What follows belongs to an exercise in optimizing a design on an open flow for small area, a short achievable clock period and few clock cycles per item; a production flow would make more cautious choices.
Where RTL was checked, it was by simulation tests only, not by an equivalence proof against the original.
The clock port is modelled as an ideal driver; clocking choices that lean on that would not hold on a real chip.
Power figures rest on the tool's default switching activity, not on a simulated workload.

== amber ==
==> flow/design.v <==
module pms7003_parse (
    input  wire         clk,
    input  wire         rst,           
    input  wire         in_valid,
    output wire         in_ready,
    input  wire [7:0]   in_data,
    input  wire         in_last,
    input  wire [31:0]  now,
    output reg          out_valid,
    output wire [2:0]   out_err,       
    output wire [191:0] out_fields,    
    output wire [16:0]  out_count,     
    output wire [12:0]  out_est10,     
    output reg  [31:0]  out_ts
);
    assign in_ready = 1'b1;
    reg [5:0] idx;
    always @(posedge clk) begin
        if (rst)
            idx <= 6'd0;
        else if (in_valid) begin
            if (in_last)
                idx <= 6'd0;
            else if (idx != 6'd32)
                idx <= idx + 6'd1;
        end
    end
    reg [7:0] d_q;
    always @(posedge clk)
        if (in_valid)
            d_q <= in_data;
    reg [7:0] fb [4:27];
    integer k;
    always @(posedge clk) begin
        for (k = 4; k < 28; k = k + 1)
            if (k == 22 || k == 23) begin
                if (idx == k)
                    fb[k] <= in_data;
            end else if (idx == k + 1)
                fb[k] <= d_q;
    end
    genvar g;
    generate
        for (g = 0; g < 12; g = g + 1) begin : g_fields
            assign out_fields[16*g +: 16] = {fb[4 + 2*g], fb[5 + 2*g]};
        end
    endgenerate
    reg sync0, sync1;
    always @(posedge clk) begin
        if (idx == 6'd1) sync0 <= (d_q == 8'h42);
        if (idx == 6'd2) sync1 <= (d_q == 8'h4D);
    end
    reg       add_q;        
    reg       first_q;      
    reg [7:0] lo, hi;
    reg       c8;
    wire [8:0] lo_n = {1'b0, first_q ? 8'd0 : lo} + {1'b0, d_q};
    wire       c_n  = add_q & lo_n[8] & ~first_q;
    wire [7:0] hi_0 = hi + {7'd0, c8};
    wire [7:0] hi_1 = hi + {6'd0, c8, ~c8};
    reg        hi_ok0, hi_ok1, hi_c;
    always @(posedge clk) begin
        add_q   <= in_valid & (idx < 6'd30);
        first_q <= (idx == 6'd0);
        if (add_q)
            lo <= lo_n[7:0];
        c8 <= c_n;
        hi <= (add_q & first_q) ? 8'd0 : hi_0;
        if (idx == 6'd30) begin
            hi_ok0 <= (hi_0 == in_data);
            hi_ok1 <= (hi_1 == in_data);
            hi_c   <= c_n;
        end
    end
    wire hi_ok = hi_c ? hi_ok1 : hi_ok0;
    wire lo_ok = (lo == in_data);
    reg [1:0] err;
    always @(posedge clk) begin
        if (rst)
            out_valid <= 1'b0;
        else
            out_valid <= in_valid & in_last;
        if (idx != 6'd31)
            err <= 2'd1;
        else if (!(sync0 & sync1))
            err <= 2'd2;
        else if (!(hi_ok & lo_ok))
            err <= 2'd3;
        else
            err <= 2'd0;
        out_ts <= now;
    end
    assign out_err = {1'b0, err};
    wire [8:0] cnt_lo_n = {1'b0, fb[17]} - {1'b0, fb[23]};
    reg  [7:0] cnt_lo;
    reg        cnt_b;
    reg  [8:0] cnt_hi;
    wire [9:0] cnt_hi_n = {1'b0, fb[16], 1'b1} + {1'b1, ~fb[22], ~cnt_b};
    always @(posedge clk) begin
        cnt_lo <= cnt_lo_n[7:0];
        cnt_b  <= cnt_lo_n[8];
        cnt_hi <= cnt_hi_n[9:1];
    end
    assign out_count = {cnt_hi, cnt_lo};
    localparam [28:0] A = 29'd63216501;
    reg [7:0]  ph;
    reg [2:0]  dig;
    reg [25:0] acc;
    always @(posedge clk) begin
        ph <= {ph[6:0], in_valid & (idx == 6'd23)};
        dig <= ({3{ph[1]}} & out_count[2:0])
             | ({3{ph[2]}} & out_count[5:3])
             | ({3{ph[3]}} & out_count[8:6])
             | ({3{ph[4]}} & out_count[11:9])
             | ({3{ph[5]}} & out_count[14:12])
             | ({3{ph[6]}} & {out_count[16], out_count[16:15]});
    end
    wire       top = ph[7];
    reg [28:0] term;
    always @(*) begin
        case ({top, dig})
            4'b0_000: term = 29'd0;
            4'b0_001: term = A;
            4'b0_010: term = A * 2;
            4'b0_011: term = A * 3;
            4'b0_100: term = A * 4;
            4'b0_101: term = A * 5;
            4'b0_110: term = A * 6;
            4'b0_111: term = A * 7;
            4'b1_001: term = A + 29'd16384;
            4'b1_110: term = 29'd16384 - A * 2;
            4'b1_111: term = 29'd16384 - A;
            default:  term = 29'd16384;
        endcase
    end
    wire [28:0] acc_sum = {3'd0, acc} + term;
    wire        run     = |ph[7:2];
    always @(posedge clk) begin
        if (ph[0])
            acc <= 26'd0;
        else if (run)
            acc <= acc_sum[28:3];
    end
    assign out_est10 = acc[24:12];
endmodule
Settings: LEC_CHECK=0, CAP_MARGIN=20, CORE_MARGIN=2, CORE_UTILIZATION=65, CTS_BUF_LIST=sky130_fd_sc_hd__clkbuf_16, CTS_CLUSTER_DIAMETER=100, CTS_CLUSTER_SIZE=30, SLEW_MARGIN=20; clock period 10.0 ns.
standard.sh (not shown) runs the stock make flow with config.mk's settings and CLKGATE_MAP_FILE= SYNTH_SCRIPT=/design/flow/synth_recipe.tcl, a recipe that flattens the netlist after the stock synthesis.
==> flow/flow/run.sh <==
#!/bin/bash
# Standard ORFS layout, with the port buffers made of the smallest buffer cell.
# After clock tree synthesis, the clock root buffer drives the leaf buffers
# directly (the H-tree's intermediate buffers are taken out); the rest of the
# flow (global route with its timing repair, detailed route) then runs as usual.
set -euo pipefail
export BUFFER_PORTS_ARGS="-buffer_cell sky130_fd_sc_hd__buf_1"
bash standard.sh cts > standard_cts.log 2>&1
openroad -no_init -exit flow/clktree.tcl > clktree.log 2>&1
bash standard.sh SETUP_SLACK_MARGIN=7.0 finish > standard.log 2>&1
Other scripts of this flow, unchanged in this note and not shown: flow/flow/clktree.tcl
amber finished every step from synthesis to the final layout, and the layout passed the timing, design-rule and antenna checks.
Testbench counts of amber, summed over its fixed seeds: cycles 64,008, frames 2,000.
--- input diff amber..indigo ---
-- flow/design.v --
<<< amber, line 118
    wire       top = ph[7];
    reg [28:0] term;
    always @(*) begin
        case ({top, dig})
            4'b0_000: term = 29'd0;
            4'b0_001: term = A;
            4'b0_010: term = A * 2;
            4'b0_011: term = A * 3;
            4'b0_100: term = A * 4;
            4'b0_101: term = A * 5;
            4'b0_110: term = A * 6;
            4'b0_111: term = A * 7;
            4'b1_001: term = A + 29'd16384;
            4'b1_110: term = 29'd16384 - A * 2;
            4'b1_111: term = 29'd16384 - A;
            default:  term = 29'd16384;
        endcase
    end
    wire [28:0] acc_sum = {3'd0, acc} + term;
>>> indigo, line 118
    wire       top = ph[7];
    reg [28:0] term;
    integer v;
    always @(*) begin
        term = 29'd0;
        for (v = 1; v < 8; v = v + 1)
            term = term | ({29{!top && dig == v}} & (A * v));
        term = term | ({29{top && dig == 3'd0}} & 29'd16384)
                    | ({29{top && dig == 3'd1}} & (A + 29'd16384))
                    | ({29{top && dig == 3'd6}} & (29'd16384 - A * 2))
                    | ({29{top && dig == 3'd7}} & (29'd16384 - A));
    end
    wire [28:0] acc_sum = {3'd0, acc} + term;
[summary]
- indigo ended with every stage complete and zero timing, DRC or antenna violations.
- indigo vs. amber: number of enable flip-flop cells after synthesis comparable; total of fill cells in the finished design has decreased; total chip power dropped 4.7%; post-layout minimum cycle time went up by 0.063 ns; via count of the first global-routing pass shows a reduction of 1.5%.
- Higher sequential element share of the synthesized area goes to amber over indigo.
- Compared to amber, indigo was floorplanned on a smaller die.
- Number of buffers and inverters on the critical path: indigo higher than amber
- Number of cells on the worst reg-to-reg path: indigo > amber
- Wire length on met1 down about 1.7% in indigo wrt amber
- Diff amber -> indigo | synthesized cell count | decrease of about 0.8%
No functional check of the RTL was part of indigo.

==> afterwards: timing with drivers on the ports <==
No port has a modelled driver above. Below, the same layouts with a new extraction and two added sets of constraints.
Step 1 (the two cells are an assumption about what drives the block):
set clk [get_ports {clk}]
set_driving_cell -lib_cell sky130_fd_sc_hd__clkbuf_16 $clk
set_driving_cell -lib_cell sky130_fd_sc_hd__buf_2 [delete_from_list [all_inputs] $clk]
Step 2 also shifts input and output timing later by t, the mid clock arrival at the registers, as if the neighbouring blocks saw the same clock.
a / b / c = ideal / step 1 / step 2; a / b = the first two.
| run | shift t [ns] | setup WS [ns] | worst setup path at the end |
|---|---|---|---|
| amber | 0.405 | 7.038 / 6.941 / 6.721 | input to register |
| indigo | 0.418 | 6.975 / 6.903 / 6.737 | input to register |
After both steps setup and hold are still met in every run listed. The setup slack of amber, which loses most, moves by -0.097 ns with the drivers and by -0.317 ns with both steps.
